Background: an optimization exercise with open tools, aiming at small area, a short achievable clock period and few clock cycles. Do not read the settings as production practice. The RTL was checked by simulation tests, not by an equivalence proof against the original design. No activity file was given, so power comes from the tool's default toggle rates.

## red
==> flow/design.v <==
module smc_digest (
    input  wire         clk,
    input  wire         rst,         
    input  wire         in_valid,
    output wire         in_ready,
    input  wire [31:0]  in_data,     
    input  wire         in_last,     
    input  wire [2:0]   in_nbytes,   
    output reg          out_valid,   
    output wire [127:0] out_digest   
);
    localparam [31:0] IV0 = 32'h01234567;
    localparam [31:0] IV1 = 32'h89ABCDEF;
    localparam [31:0] IV2 = 32'hFEDCBA98;
    localparam [31:0] IV3 = 32'h76543210;
    reg [511:0] ring;            
    reg [31:0]  a, b, c, d;      
    reg [31:0]  p0, p1, p2, p3;  
    reg [31:0]  q;               
    reg [6:0]   kp;              
    reg [15:0]  rsel;            
    reg [3:0]   ph;              
    reg [4:0]   nw;              
    reg         ld_first, ld_final;   
    reg         ex_first, ex_final;   
    reg         dummy;           
    reg         msg_done;        
    reg         mark_pending;    
    reg         late;            
    reg [9:0]   nwords;          
    reg [1:0]   lastnb;          
    reg         step;            
    reg         ffwd;            
    reg [3:0]   fsel;            
    reg [4:0]   s;               
    reg         load_iv;         
    reg         at16, at65;      
    wire [3:0] j       = nw[3:0];
    wire       ld_slot = !nw[4] && (ph == j);
    assign in_ready    = ld_slot && !msg_done;
    wire       take    = in_ready && in_valid;
    wire       pad_ld  = ld_slot && msg_done;
    reg [31:0] last_word;
    always @(*) begin
        case (in_nbytes)
            3'd0:    last_word = 32'h00000080;
            3'd1:    last_word = {16'h0000, 8'h80, in_data[7:0]};
            3'd2:    last_word = {8'h00, 8'h80, in_data[15:0]};
            3'd3:    last_word = {8'h80, in_data[23:0]};
            default: last_word = in_data;
        endcase
    end
    wire [31:0] pad_word = mark_pending ? 32'h00000080 :
                           (j == 4'd14 && !late) ? {17'd0, nwords, lastnb, 3'd0} : 32'd0;
    wire [31:0] in_word  = in_last ? last_word : in_data;
    wire [31:0] lane15   = take ? in_word : (pad_ld ? pad_word : ring[31:0]);
    wire [31:0] f = ({32{fsel[0]}} & ((b & c) | (~b & d)))
                  | ({32{fsel[1]}} & ((b & d) | (c & ~d)))
                  | ({32{fsel[2]}} & (b ^ c ^ d))
                  | ({32{fsel[3]}} & (c ^ (b | ~d)));
    wire [31:0] t;
    smc_add32 u_add_t (.x(q), .y(f), .s(t));
    wire [63:0] t2  = {t, t} << s;
    wire [31:0] rot = t2[63:32];
    wire [31:0] nb;
    smc_add32 u_add_nb (.x(step ? b : 32'd0), .y(rot), .s(nb));
    wire [3:0] ni = kp[3:0];
    reg        pf;               
    wire [6:0] kp1 = (kp == 7'd67) ? 7'd0 : kp + 7'd1;
    wire [6:0] kpn = pf ? kp1 : kp;
    wire [3:0] ph_n  = at65 ? 4'd0 : ph + 4'd1;
    wire [3:0] x     = kpn[3:0];
    wire       ph_ok = !at65 && ph_n == x + 4'd1;
    wire       pf_s1 = (kpn[6:4] != 3'd0) ||
                       (ph_ok && ((nw > {1'b0, x}) || (ld_slot && msg_done && nw == {1'b0, x})));
    wire       pf_s2 = ph_ok && ld_slot && !msg_done && nw == {1'b0, x};
    wire       pf_n  = pf_s1 || (pf_s2 && in_valid);
    function [3:0] lane_of(input [6:0] op);
        case (op[5:4])
            2'd0:    lane_of = 4'd15;
            2'd1:    lane_of = {op[1:0], 2'b00};
            2'd2:    lane_of = {op[2:0], 1'b0} + 4'd4;
            default: lane_of = op[3:0] * 4'd6 + 4'd15;
        endcase
    endfunction
    function [4:0] rot_amt(input [1:0] r, input [1:0] i);
        case ({r, i})
            4'h0: rot_amt = 5'd1;   4'h1: rot_amt = 5'd8;   4'h2: rot_amt = 5'd15;  4'h3: rot_amt = 5'd22;
            4'h4: rot_amt = 5'd2;   4'h5: rot_amt = 5'd9;   4'h6: rot_amt = 5'd16;  4'h7: rot_amt = 5'd23;
            4'h8: rot_amt = 5'd3;   4'h9: rot_amt = 5'd10;  4'hA: rot_amt = 5'd17;  4'hB: rot_amt = 5'd24;
            4'hC: rot_amt = 5'd4;   4'hD: rot_amt = 5'd11;  4'hE: rot_amt = 5'd18;  default: rot_amt = 5'd31;
        endcase
    endfunction
    reg [31:0] rk;
    always @(*) begin
        case (kp[5:4])
            2'd0:    rk = 32'h11111111;
            2'd1:    rk = 32'h22222222;
            2'd2:    rk = 32'h44444444;
            default: rk = 32'h88888888;
        endcase
    end
    reg [31:0] ivw;
    always @(*) begin
        case (kp[1:0])
            2'd0:    ivw = IV0;
            2'd1:    ivw = IV3;
            2'd2:    ivw = IV2;
            default: ivw = IV1;
        endcase
    end
    reg [31:0] wr;
    integer li;
    always @(*) begin
        wr = 32'd0;
        for (li = 0; li < 16; li = li + 1)
            wr = wr | ({32{rsel[li]}} & ring[li*32 +: 32]);
    end
    wire [31:0] wsel = !pf ? 32'd0 :
                       kp[6] ? (ex_first ? ivw : p1) : wr;
    wire [31:0] ksel = (pf && !kp[6]) ? {rk[31:8], rk[7:0] + {4'd0, ni}} : 32'd0;
    wire [31:0] an   = load_iv ? IV0 : d;
    wire [31:0] cs_s = an ^ wsel ^ ksel;
    wire [31:0] cs_c = (an & wsel) | (an & ksel) | (wsel & ksel);
    wire [31:0] qn;
    smc_add32bk u_add_q (.x(cs_s), .y({cs_c[30:0], 1'b0}), .s(qn));
    assign out_digest = {p1, p2, p3, p0};
    always @(posedge clk) begin
        ring <= {lane15, ring[511:32]};
        p0 <= p1;
        p1 <= p2;
        p2 <= p3;
        p3 <= ffwd ? nb : p0;
        a <= load_iv ? IV0 : d;
        b <= load_iv ? IV1 : nb;
        c <= load_iv ? IV2 : b;
        d <= load_iv ? IV3 : c;
        q <= qn;
        rsel <= 16'd1 << lane_of(kpn);
    end
    always @(posedge clk) begin
        if (rst) begin
            out_valid    <= 1'b0;
            kp           <= 7'd67;
            pf           <= 1'b1;
            step         <= 1'b0;
            ffwd         <= 1'b1;
            fsel         <= 4'b0000;
            s            <= 5'd0;
            load_iv      <= 1'b0;
            at16         <= 1'b0;
            at65         <= 1'b0;
            ph           <= 4'd0;
            nw           <= 5'd0;
            ld_first     <= 1'b1;
            ld_final     <= 1'b0;
            ex_first     <= 1'b1;
            ex_final     <= 1'b1;
            dummy        <= 1'b1;
            msg_done     <= 1'b0;
            mark_pending <= 1'b0;
            late         <= 1'b0;
            nwords       <= 10'd0;
            lastnb       <= 2'd0;
        end else begin
            out_valid <= load_iv && !dummy;
            if (load_iv) dummy <= 1'b0;
            kp      <= kpn;
            pf      <= pf_n;
            step    <= pf && !kp[6];
            ffwd    <= pf && kp[6];
            fsel    <= (pf && !kp[6]) ? (4'b0001 << kp[5:4]) : 4'b0000;
            s       <= (pf && !kp[6]) ? rot_amt(kp[5:4], kp[1:0]) : 5'd0;
            load_iv <= pf && kp == 7'd67 && ex_final;
            at16    <= pf && kp == 7'd16;
            at65    <= pf && kp == 7'd65;
            if (at16) begin
                ex_first <= ld_first;
                ex_final <= ld_final;
            end
            if (at65) begin
                ph       <= 4'd0;
                nw       <= 5'd0;
                ld_first <= ex_final;
                ld_final <= 1'b0;
                late     <= 1'b0;
                if (ex_final) begin
                    msg_done     <= 1'b0;
                    mark_pending <= 1'b0;
                    nwords       <= 10'd0;
                    lastnb       <= 2'd0;
                end
            end else begin
                ph <= ph + 4'd1;
                if (take || pad_ld) nw <= nw + 5'd1;
                if (take) begin
                    if (in_last) begin
                        if (in_nbytes[2]) nwords <= nwords + 10'd1;
                        lastnb       <= in_nbytes[1:0];
                        msg_done     <= 1'b1;
                        mark_pending <= (in_nbytes == 3'd4);
                        if (in_nbytes < 3'd4 && j[3:1] == 3'b111) late <= 1'b1;
                    end else begin
                        nwords <= nwords + 10'd1;
                    end
                end
                if (pad_ld) begin
                    if (mark_pending) begin
                        mark_pending <= 1'b0;
                        if (j[3:1] == 3'b111) late <= 1'b1;
                    end else if (j == 4'd14 && !late) begin
                        ld_final <= 1'b1;
                    end
                end
            end
        end
    end
endmodule
module smc_add32 (
    input  wire [31:0] x,
    input  wire [31:0] y,
    output wire [31:0] s
);
    assign s = x + y;
endmodule
module smc_add32bk (
    input  wire [31:0] x,
    input  wire [31:0] y,
    output wire [31:0] s
);
  wire [31:0] g0 = x & y, p0 = x ^ y;
  wire [31:0] g[0:9], p[0:9];
  assign g[0] = g0; assign p[0] = p0;
  genvar l, i;
  generate for (l = 0; l < 5; l = l + 1) begin: up
    for (i = 0; i < 32; i = i + 1) begin: b
      if (((i + 1) % (2 << l)) == 0) begin
        assign g[l+1][i] = g[l][i] | (p[l][i] & g[l][i - (1<<l)]);
        assign p[l+1][i] = p[l][i] & p[l][i - (1<<l)];
      end else begin
        assign g[l+1][i] = g[l][i];
        assign p[l+1][i] = p[l][i];
      end
    end
  end
  for (l = 0; l < 4; l = l + 1) begin: dn
    for (i = 0; i < 32; i = i + 1) begin: b
      localparam integer D = 8 >> l;
      if (((i + 1) % (2*D)) == D && i >= 2*D - 1 + 0 && i > D) begin
        assign g[l+6][i] = g[l+5][i] | (p[l+5][i] & g[l+5][i - D]);
        assign p[l+6][i] = p[l+5][i] & p[l+5][i - D];
      end else begin
        assign g[l+6][i] = g[l+5][i];
        assign p[l+6][i] = p[l+5][i];
      end
    end
  end endgenerate
  assign s = p0 ^ {g[9][30:0], 1'b0};
endmodule
clock: 12.0 ns
lec_check: 0
abc_area: 1
cap_margin: 20
core_margin: 2
core_utilization: 40
cts_buf_list: sky130_fd_sc_hd__clkbuf_8
cts_cluster_diameter: 50
cts_cluster_size: 14
slew_margin: 20
synth_hierarchical: 1
tns_end_percent: 0
standard.sh (not shown) runs the stock make flow with config.mk's settings and CLKGATE_MAP_FILE= SYNTH_SCRIPT=/design/flow/synth_recipe.tcl, a recipe that flattens the netlist after the stock synthesis.
==> flow/flow/run.sh <==
#!/bin/bash
set -euo pipefail
bash standard.sh SETUP_SLACK_MARGIN=7 "BUFFER_PORTS_ARGS=-buffer_cell sky130_fd_sc_hd__buf_1" finish > run_standard.log 2>&1
Testbench counts of red, summed over its fixed seeds: cycles 86,588.
What blue does differently from red at the input level:
- CTS_CLUSTER_DIAMETER removed (was 50)
- TNS_END_PERCENT changed from 0 to 100
- CTS_BUF_LIST removed (was sky130_fd_sc_hd__clkbuf_8)
- SETUP_SLACK_MARGIN newly set to 5
- CTS_CLUSTER_SIZE removed (was 14)
==> flow/run.sh (new file) <==
#!/bin/bash
# synth_recipe.tcl (not shown) runs the flow's synth.tcl, then flattens the netlist and writes it again
# the make line also repeats each setting of config.mk as NAME=value (left out here)
make -C /OpenROAD-flow-scripts/flow DESIGN_CONFIG=/design/flow/config.mk WORK_HOME=/design/flow/orfs CLKGATE_MAP_FILE= SYNTH_SCRIPT=/design/flow/synth_recipe.tcl finish
removed: flow/flow/run.sh
removed: flow/standard.sh
Global-route usage was higher in blue than in red. Run comparison: blue worst setup path endpoint p3[13]$_DFF_P_; red worst setup path endpoint p3[9]$_DFF_P_. Design area in blue vs red: up about 1.2%. Worst slew slack as a fraction of its limit (blue over red): decrease, 1.7 points.
[inputs] green vs blue
- a change of TNS_END_PERCENT from 100 to 0
- an added CTS_CLUSTER_SIZE of 14
- a deleted SETUP_SLACK_MARGIN that had been 5
- an added CTS_CLUSTER_DIAMETER of 50
- an added CTS_BUF_LIST of sky130_fd_sc_hd__clkbuf_8
==> flow/flow/run.sh (new file) <==
#!/bin/bash
# The standard layout with three changes: synthesis leaves adders to ABC
# (no half/full-adder cell extraction), the ports get the smallest buffer, and
# ORFS's timing repair aims 7.5 ns below the clock period.
set -euo pipefail
bash standard.sh ADDER_MAP_FILE= SETUP_SLACK_MARGIN=7.5 "BUFFER_PORTS_ARGS=-buffer_cell sky130_fd_sc_hd__buf_1" finish > run_standard.log 2>&1
==> flow/standard.sh (new file) <==
#!/bin/bash
# synth_recipe.tcl (not shown) runs the flow's synth.tcl, then flattens the netlist and writes it again
# the make line also repeats each setting of config.mk as NAME=value (left out here)
make -C /OpenROAD-flow-scripts/flow DESIGN_CONFIG=/design/flow/config.mk WORK_HOME=/design/flow/orfs CLKGATE_MAP_FILE= SYNTH_SCRIPT=/design/flow/synth_recipe.tcl "${@:-finish}"
removed: flow/run.sh
## What came out
- Compare green and blue | synthesized area lower: blue
- blue → green: proportion of cell area occupied by multi-input gates climbed 5.2 points; share of the cycle needed by the critical path after routing dropped 6.6 points.
- Sum of routed wire segments on met1, green and blue: larger value in green
- Going from blue to green, the setup slack after placement was found to have gone down by 0.13 ns.
- Of the two values seen for top layer used by detailed routing, met4 was produced by blue and met5 by green.
- In the tables for green and blue, power density over the cells reads higher with blue.
- Sequential share of layout area ends up lower on green.
Relative to green, the following input files were edited for orange:
==> flow/flow/run.sh <==
#!/bin/bash
# The standard layout with three changes: synthesis leaves adders to ABC
# (no half/full-adder cell extraction), the ports get the smallest buffer, and
# ORFS's timing repair aims 7 ns below the clock period.
set -euo pipefail
bash standard.sh ADDER_MAP_FILE= SETUP_SLACK_MARGIN=7 "BUFFER_PORTS_ARGS=-buffer_cell sky130_fd_sc_hd__buf_1" finish > run_standard.log 2>&1
Notes after the runs:
Looking only at relative area of non-clock buffer cells in the final design, and setting everything else aside, the lower value of green and orange goes to orange.
orange vs. green: slew at the pin with the worst max-slew slack decreased by 0.21 ns relative to the old numbers, worst setup slack decreased by 0.15 ns relative to the old numbers, total power draw decreased by about 3% relative to the old numbers, largest net degree at the start of global routing closely matched the old numbers.
For orange, the end point of the critical path was p3[24]$_DFF_P_, unlike green, where it was p3[14]$_DFF_P_.
orange ends up with higher routed wire length on met3 than green does.
Delta (orange minus green): final hold slack fell 0.0094 ns, time the final worst path needs with I/O delays and setup rose 0.15 ns, routed wire length fell 1800 um, via count fell about 1.4%.
orange ended up with b[9]$_SDFF_PP0_ as its launch point of the worst path; green ended up with fsel[3]$_SDFF_PP0_.

==> what the ideal ports hide <==
No port has a modelled driver above. Below, the same layouts with a new extraction and two added sets of constraints. Step 1 assumes that a clkbuf_16 drives the clock port and a buf_2 every other input. Step 2, shift: input delay + t, output delay - t, t = (earliest + latest rising clock arrival at the registers) / 2. This alone moves slack from input paths to output paths. a / b / c = no drivers / after step 1 / after step 2; a / b = the first two.
run | shift t [ns] | setup slack, ns | worst setup path after step 2
red | 0.776 | 7.212 / 7.212 / 7.212 | register to register
blue | 0.699 | 6.606 / 6.606 / 6.606 | register to register
green | 0.814 | 7.404 / 7.404 / 7.404 | register to register
orange | 0.809 | 7.252 / 7.252 / 7.252 | register to register
After both steps every run listed still meets setup and hold.
